This is an optimization exercise on Yosys and OpenROAD, whose aim is small area, not a production implementation. In this exercise RTL edits were held to simulation tests only and were not proved equivalent to the original.

==> build 52 <==
==> flow/design.v <==
module spi_majority (
    input  wire a,
    input  wire b,
    input  wire c,
    output wire y
);
    assign y = (a & b) | (a & c) | (b & c);
endmodule
module drv_spi_transport (
    input  wire         clk,
    input  wire         rst,
    input  wire [7:0]   cmd_valid,
    input  wire [191:0] cmd_data,
    output wire [7:0]   cmd_ready,
    output wire [7:0]   rsp_valid,
    output wire [135:0] rsp_data,
    input  wire [7:0]   rsp_ready,
    output wire         ready,
    output wire         busy,
    output wire         sck,
    output wire         mosi,
    output wire         cs_n,
    input  wire         miso
);
    localparam [2:0] ST_IDLE  = 3'd0,
                     ST_GAP   = 3'd1,
                     ST_START = 3'd2,
                     ST_CSL   = 3'd3,
                     ST_BITS  = 3'd4,
                     ST_CSH   = 3'd5,
                     ST_DONE  = 3'd6;
    reg  [2:0]  st;
    reg  [4:0]  cu;           
    reg  [3:0]  cb;           
    reg  [3:0]  cp;           
    reg         rdy_r;        
    reg         rd;           
    reg         pr;           
    reg  [2:0]  owner;        
    reg         s1, s2;       
    reg         mosi_r;
    reg  [7:0]  req_v, rsp_v;
    reg  [15:0] q [0:7];
    wire st_idle  = (st == ST_IDLE);
    wire st_bits  = (st == ST_BITS);
    wire st_done  = (st == ST_DONE);
    assign ready = rdy_r;
    assign busy  = !(st_idle || st == ST_GAP);
    assign cs_n  = !(st_bits || st == ST_CSH);
    assign sck   = st_bits && (cp >= 4'd2) && (cp <= 4'd6);
    assign mosi  = mosi_r;
    wire cu_ge21 = cu[4] & cu[2] & (cu[1] | cu[0]);
    wire settle  = st_idle && !rdy_r && !cu_ge21;
    wire inc     = settle || st_bits;
    wire p_wrap  = (cp == 4'd14);
    wire last_bit_step = st_bits && p_wrap && (cb == 4'd15);
    wire [7:0]  q15, q0, qz;
    wire        oq15 = q15[owner];
    wire        oz   = qz[owner];
    reg init_bit;
    always @(*) begin
        case (cb)
            4'd2, 4'd4, 4'd5, 4'd8, 4'd9: init_bit = 1'b1;
            default: init_bit = 1'b0;
        endcase
    end
    wire fbit = !rdy_r ? init_bit :
                (rd && (cb >= 4'd5)) ? (cb >= 4'd9) : oq15;
    wire maj;
    spi_majority u_maj (.a(s1), .b(s2), .c(miso), .y(maj));
    wire shin = rd && (pr ? oq15 : maj);
    wire shift = st_bits && (cp == 4'd9) && rdy_r;
    wire post  = st_done && !pr && rdy_r;
    wire [7:0] legal = req_v & ~rsp_v & ~(q15 & q0);
    wire       grant = st_idle && rdy_r && (|legal);
    function [2:0] pe8(input [7:0] x);
        begin
            casez (x)
                8'b???????1: pe8 = 3'd0;
                8'b??????10: pe8 = 3'd1;
                8'b?????100: pe8 = 3'd2;
                8'b????1000: pe8 = 3'd3;
                8'b???10000: pe8 = 3'd4;
                8'b??100000: pe8 = 3'd5;
                8'b?1000000: pe8 = 3'd6;
                default:     pe8 = 3'd7;
            endcase
        end
    endfunction
    wire [7:0] above = ~(8'hFF >> (3'd7 - owner));
    wire [7:0] hi    = legal & above;
    wire [2:0] grant_id = (|hi) ? pe8(hi) : pe8(legal);
    wire       bo = busy && rdy_r;
    wire init_issue = st_idle && !rdy_r && cu_ge21 &&
                      (cu[1:0] == 2'b01 || cu[1:0] == 2'b10);
    always @(posedge clk) begin
        if (rst) begin
            st     <= ST_IDLE;
            cu     <= 5'd0;
            cb     <= 4'd2;
            cp     <= 4'd10;
            rdy_r  <= 1'b0;
            owner  <= 3'd7;
            mosi_r <= 1'b1;
        end else begin
            if (inc) begin
                cp <= p_wrap ? 4'd0 : cp + 4'd1;
                if (p_wrap) begin
                    cb <= cb + 4'd1;
                    if (cb == 4'd15)
                        cu <= cu + 5'd1;
                end
            end
            if (st_idle && !rdy_r && cu == 5'd23)
                rdy_r <= 1'b1;
            if (st_bits && cp == 4'd0)
                mosi_r <= fbit;
            if (grant)
                owner <= grant_id;
            case (st)
                ST_IDLE:  if (init_issue || grant) st <= ST_START;
                ST_GAP:   st <= ST_IDLE;
                ST_START: st <= ST_CSL;
                ST_CSL:   st <= ST_BITS;
                ST_BITS:  if (last_bit_step) st <= ST_CSH;
                ST_CSH:   st <= ST_DONE;
                ST_DONE:  st <= pr ? ST_CSL : (!rdy_r && cu == 5'd22) ? ST_GAP : ST_IDLE;
                default:  st <= ST_IDLE;
            endcase
        end
    end
    always @(posedge clk) begin
        if (st == ST_START) begin
            rd <= rdy_r && oq15;
            pr <= rdy_r && oq15 && !oz;
        end else if (st_done) begin
            pr <= 1'b0;
        end
        if (st_bits && cp == 4'd7) s1 <= miso;
        if (st_bits && cp == 4'd8) s2 <= miso;
    end
    genvar g;
    generate
        for (g = 0; g < 8; g = g + 1) begin : g_cl
            wire [23:0] c   = cmd_data[24*g +: 24];
            wire        c_rd  = (c[23:20] == 4'h1);
            wire        c_wr  = (c[23:20] == 4'h2);
            wire        dec   = (owner == g);
            wire        empty = !req_v[g] && !rsp_v[g];
            wire        wi    = req_v[g] && !rsp_v[g] && q15[g] && q0[g] && !(bo && dec);
            assign cmd_ready[g] = !rst && empty;
            assign rsp_valid[g] = rsp_v[g];
            assign rsp_data[17*g +: 17] = {req_v[g], q[g]};
            assign q15[g] = q[g][15];
            assign q0[g]  = q[g][0];
            assign qz[g]  = (q[g][14:11] == 4'd0);
            wire sh   = shift && dec;
            wire keep = !empty && !sh && !wi;
            always @(posedge clk) begin
                if (rst) begin
                    req_v[g] <= 1'b0;
                    rsp_v[g] <= 1'b0;
                end else begin
                    if (cmd_valid[g] && empty)
                        req_v[g] <= 1'b1;
                    else if ((post && dec) || (rsp_v[g] && rsp_ready[g]))
                        req_v[g] <= 1'b0;
                    if (wi || (post && dec))
                        rsp_v[g] <= 1'b1;
                    else if (rsp_ready[g])
                        rsp_v[g] <= 1'b0;
                end
                q[g] <= ({16{empty}} & {!c_wr, c[19:16], c[10:1], !c_rd && (c[0] || !c_wr)}) |
                        ({16{sh}}    & {q[g][14:0], shin}) |
                        ({16{keep}}  & q[g]);
            end
        end
    endgenerate
endmodule
==> flow/flow/run.sh <==
#!/bin/bash
# Standard ORFS layout (the standard.sh), with these changes:
# - after floorplan, the buffers synthesis inserted are removed (also when
#   placement is not timing driven) and combinational cells are swapped for the smallest cell of
#   the same function (flow/downsize.tcl); later repair steps fix any slew or
#   capacitance violation this leaves;
# - the port buffers use the smallest buffer cell, buf_1, instead of the
#   default clkdlybuf4s50_1;
# - the clock tree uses clkbuf_8 cells and no dummy loads;

set -euo pipefail
export POST_FLOORPLAN_TCL="$PWD/flow/downsize.tcl"
export BUFFER_PORTS_ARGS="-buffer_cell sky130_fd_sc_hd__buf_1"
export CTS_ARGS="-sink_clustering_enable -repair_clock_nets -buf_list sky130_fd_sc_hd__clkbuf_8 -dont_use_dummy_load"
bash standard.sh > standard_flow.log 2>&1
==> flow/flow/downsize.tcl <==
# Remove the buffers that synthesis (abc) inserted; the placement repair
# step buffers the nets that need it.
remove_buffers

# Swap each multi-drive combinational cell for the smallest cell of the same
# function (same name up to the drive-strength suffix). Flip-flops are left
# as synthesis made them. Timing has ample slack at this clock period; the
# later repair steps still fix any slew or capacitance violation.
set n_swapped 0
foreach inst [get_cells *] {
  set master [get_property $inst ref_name]
  if {![regexp {^(sky130_fd_sc_hd__[a-z0-9]+)_([0-9]+)$} $master -> base drv]} { continue }
  if {[regexp {df|dl|sdf|edf|tap|fill|decap|conb|clkbuf|buf} $base]} { continue }
  set best ""
  set best_area 1e9
  foreach lc [get_lib_cells ${base}_*] {
    set name [get_property $lc name]
    if {![regexp "^${base}_\[0-9\]+\$" $name]} { continue }
    set a [get_property $lc area]
    if {$a < $best_area} { set best_area $a; set best $name }
  }
  if {$best ne "" && $best ne $master} {
    replace_cell $inst $best
    incr n_swapped
  }
}
puts "downsize: swapped $n_swapped cells"
==> flow/standard.sh <==
#!/bin/bash
# synth_recipe.tcl (not shown) runs the flow's synth.tcl, then flattens the netlist and writes it again
# the make line also repeats each setting of config.mk as NAME=value (left out here)
make -C /OpenROAD-flow-scripts/flow DESIGN_CONFIG=/design/flow/config.mk WORK_HOME=/design/flow/orfs CLKGATE_MAP_FILE= SYNTH_SCRIPT=/design/flow/synth_recipe.tcl "${@:-finish}"
==> flow/config.mk <==
export PLATFORM = sky130hd
export DESIGN_NAME = drv_spi_transport
export DESIGN_NICKNAME = drv_spi_transport
export VERILOG_FILES = /design/flow/design.v
export SDC_FILE = /design/flow/constraint.sdc
export NUM_CORES = 4
export LEC_CHECK = 0
export CAP_MARGIN = 20
export CORE_MARGIN = 2
export CORE_UTILIZATION = 40
export GPL_TIMING_DRIVEN = 0
export SLEW_MARGIN = 20
==> flow/constraint.sdc <==
create_clock -name core_clock -period 10.0 [get_ports {clk}]
set_input_delay 2.0000 -clock core_clock [delete_from_list [all_inputs] [get_ports {clk}]]
set_output_delay 2.0000 -clock core_clock [all_outputs]
set_load 0.01 [all_outputs]
==> inputs of build 6, as changes to build 52 <==
--- a/flow/design.v
+++ b/flow/design.v
@@ -32,3 +32,2 @@
     reg  [2:0]  st;
-    reg  [4:0]  cu;           
     reg  [3:0]  cb;           
@@ -40,2 +39,3 @@
     reg         s1, s2;       
+    wire [4:0]  cu = {owner, s1, s2};
     reg         mosi_r;
@@ -51,10 +51,13 @@
     assign mosi  = mosi_r;
-    wire cu_ge21 = cu[4] & cu[2] & (cu[1] | cu[0]);
-    wire settle  = st_idle && !rdy_r && !cu_ge21;
+    wire settled = (owner == 3'd7);
+    wire settle  = st_idle && !rdy_r && !settled;
     wire inc     = settle || st_bits;
     wire p_wrap  = (cp == 4'd14);
+    wire cu_inc  = settle && p_wrap && (cb == 4'd15);
+    wire [4:0] cu_next = cu + 5'd1;
     wire last_bit_step = st_bits && p_wrap && (cb == 4'd15);
     wire [7:0]  q15, q0, qz;
-    wire        oq15 = q15[owner];
-    wire        oz   = qz[owner];
+    wire [7:0]  dec8 = 8'd1 << owner;
+    wire        oq15 = |(q15 & dec8);
+    wire        oz   = |(qz & dec8);
     reg init_bit;
@@ -93,4 +96,4 @@
     wire       bo = busy && rdy_r;
-    wire init_issue = st_idle && !rdy_r && cu_ge21 &&
-                      (cu[1:0] == 2'b01 || cu[1:0] == 2'b10);
+    wire init_idle  = st_idle && !rdy_r && settled;
+    wire init_issue = init_idle && (mosi_r || !rd);
     always @(posedge clk) begin
@@ -98,3 +101,2 @@
             st     <= ST_IDLE;
-            cu     <= 5'd0;
             cb     <= 4'd2;
@@ -102,3 +104,5 @@
             rdy_r  <= 1'b0;
-            owner  <= 3'd7;
+            owner  <= 3'd1;
+            s1     <= 1'b1;
+            s2     <= 1'b1;
             mosi_r <= 1'b1;
@@ -107,9 +111,6 @@
                 cp <= p_wrap ? 4'd0 : cp + 4'd1;
-                if (p_wrap) begin
+                if (p_wrap)
                     cb <= cb + 4'd1;
-                    if (cb == 4'd15)
-                        cu <= cu + 5'd1;
-                end
             end
-            if (st_idle && !rdy_r && cu == 5'd23)
+            if (init_idle && !mosi_r && rd)
                 rdy_r <= 1'b1;
@@ -119,2 +120,11 @@
                 owner <= grant_id;
+            else if (cu_inc)
+                owner <= cu_next[4:2];
+            if (cu_inc) begin
+                s1 <= cu_next[1];
+                s2 <= cu_next[0];
+            end else begin
+                if (st_bits && cp == 4'd7) s1 <= miso;
+                if (st_bits && cp == 4'd8) s2 <= miso;
+            end
             case (st)
@@ -126,3 +136,3 @@
                 ST_CSH:   st <= ST_DONE;
-                ST_DONE:  st <= pr ? ST_CSL : (!rdy_r && cu == 5'd22) ? ST_GAP : ST_IDLE;
+                ST_DONE:  st <= pr ? ST_CSL : (!rdy_r && !rd) ? ST_GAP : ST_IDLE;
                 default:  st <= ST_IDLE;
@@ -133,3 +143,3 @@
         if (st == ST_START) begin
-            rd <= rdy_r && oq15;
+            rd <= rdy_r ? oq15 : !mosi_r;
             pr <= rdy_r && oq15 && !oz;
@@ -138,4 +148,2 @@
         end
-        if (st_bits && cp == 4'd7) s1 <= miso;
-        if (st_bits && cp == 4'd8) s2 <= miso;
     end
@@ -147,3 +155,3 @@
             wire        c_wr  = (c[23:20] == 4'h2);
-            wire        dec   = (owner == g);
+            wire        dec   = dec8[g];
             wire        empty = !req_v[g] && !rsp_v[g];
==> flow/flow/run.sh (replaced) <==
#!/bin/bash
# The standard ORFS layout (standard.sh), with these changes:
# - synthesis is the standard one except that ABC maps the logic with an
#   area-oriented script (flow/abc_area.script: the same &dch / &nf mapping,
#   with the delay target relaxed, and no buffering or up-sizing). Only the
#   ABC script differs, so the registers, their names and their cells are
#   the standard synthesis's;
# - after floorplan, any buffers synthesis inserted are removed and
#   combinational cells are swapped for the smallest cell of the same
#   function (flow/downsize.tcl); later repair steps fix any slew or
#   capacitance violation this leaves;
# - the placement and global-route repair steps may use only small buffers
#   (flow/small_bufs.tcl);
# - the port buffers use the smallest buffer cell, buf_1, instead of the
#   default clkdlybuf4s50_1;
# - the clock tree uses buf_6 cells (smaller than clkbuf_8, and still within
#   the clock-pin slew limit here) and no dummy loads.
set -euo pipefail
rm -rf scripts_area
cp -r "$FLOW_HOME/scripts" scripts_area
cp flow/abc_area.script scripts_area/abc_speed.script
SCRIPTS_DIR="$PWD/scripts_area" bash standard.sh synth > synth_flow.log 2>&1

export POST_FLOORPLAN_TCL="$PWD/flow/downsize.tcl"
export PRE_RESIZE_TCL="$PWD/flow/small_bufs.tcl"
export PRE_GLOBAL_ROUTE_TCL="$PWD/flow/small_bufs.tcl"
export BUFFER_PORTS_ARGS="-buffer_cell sky130_fd_sc_hd__buf_1"
export CTS_ARGS="-sink_clustering_enable -repair_clock_nets -buf_list sky130_fd_sc_hd__buf_6 -dont_use_dummy_load"
bash standard.sh > standard_flow.log 2>&1
==> flow/flow/abc_area.script (new file) <==
&get -n
&st
&dch
&nf -R 1000 -p -E 100 -C 32
&put
==> flow/flow/small_bufs.tcl (new file) <==
# Keep the placement and global-route repair steps to small buffers: with
# the larger ones marked don't-use there, repair_design fixes the few
# high-fanout nets with buf_1/buf_2 buffers and by sizing the drivers up.
# (The clock tree, built in its own step, is not affected.)
set_dont_use {
  sky130_fd_sc_hd__buf_4 sky130_fd_sc_hd__buf_6 sky130_fd_sc_hd__buf_8
  sky130_fd_sc_hd__buf_12 sky130_fd_sc_hd__buf_16
  sky130_fd_sc_hd__clkbuf_4 sky130_fd_sc_hd__clkbuf_8 sky130_fd_sc_hd__clkbuf_16
  sky130_fd_sc_hd__bufbuf_8 sky130_fd_sc_hd__bufbuf_16
}
Settings changed: CAP_MARGIN 20 to 5, CORE_UTILIZATION 40 to 30, SLEW_MARGIN 20 to 5.
==> inputs of build 91, as changes to build 52 <==
--- a/flow/flow/run.sh
+++ b/flow/flow/run.sh
@@ -8,3 +8,4 @@
 #   default clkdlybuf4s50_1;
-# - the clock tree uses clkbuf_8 cells and no dummy loads;
+# - the clock tree uses buf_6 cells (smaller than clkbuf_8, and still within
+#   the clock-pin slew limit here) and no dummy loads;
 
@@ -13,3 +14,3 @@
 export BUFFER_PORTS_ARGS="-buffer_cell sky130_fd_sc_hd__buf_1"
-export CTS_ARGS="-sink_clustering_enable -repair_clock_nets -buf_list sky130_fd_sc_hd__clkbuf_8 -dont_use_dummy_load"
+export CTS_ARGS="-sink_clustering_enable -repair_clock_nets -buf_list sky130_fd_sc_hd__buf_6 -dont_use_dummy_load"
 bash standard.sh > standard_flow.log 2>&1
==> results_dict.tcl <==
set metrics [dict create \
    status "no timing/DRC/antenna violations" \
    wl_met2_um 11150 \
    min_from "q[7][1]$_DFF_P_" \
    place.gp.congestion 0.8150 \
    power_density_nw_per_um2 198.1 \
    synthTopCellsByCount "dfxtp_1, inv_1, a222oi_1, nor2_1, a21oi_1" \
    route.met3.wl_um 1489 \
    grt_use_met2_pct 36.82 \
    ys_seq_area_share_pct 45.26 \
]
[end of results for build 91]
==> results_dict.tcl <==
set metrics [dict create \
    place.gp.congestion 0.8634 \
    wl_met2_um 11580 \
    ys_seq_area_share_pct 47.86 \
    route.met3.wl_um 1685 \
    status "no timing/DRC/antenna violations" \
    min_from "q[1][10]$_DFF_P_" \
]
[end of results for build 6]
==> results_dict.tcl <==
set metrics [dict create \
    status "no timing/DRC/antenna violations" \
    place.gp.congestion 0.8150 \
    grt_use_met2_pct 36.74 \
    wl_met2_um 11240 \
    route.met3.wl_um 1477 \
    power_density_nw_per_um2 199.1 \
]
[end of results for build 52]

[static timing again, ports no longer ideal]
Ports are ideal in the flow. The routed layouts listed here were re-timed in OpenROAD.
Step 1 assumes that a clkbuf_16 drives the clock port and a buf_2 every other input.
Step 2 also shifts input and output timing later by t, the mid clock arrival at the registers, as if the neighbouring blocks saw the same clock.
a / b / c = ideal ports / drivers / drivers and shift; a / b = the first two.
run | t (ns) | slack for setup (ns) | worst setup path after step 2
build 52 | 0.484 | 5.187 / 5.165 / 5.165 | input to output
build 6 | 0.450 | 4.800 / 4.775 / 4.775 | input to output
build 91 | 0.466 | 5.181 / 5.159 / 5.159 | input to output
After both steps setup and hold are still met in every run listed. For build 6, which loses most, drivers alone change the setup slack by -0.025 ns; drivers and shift together by -0.025 ns.
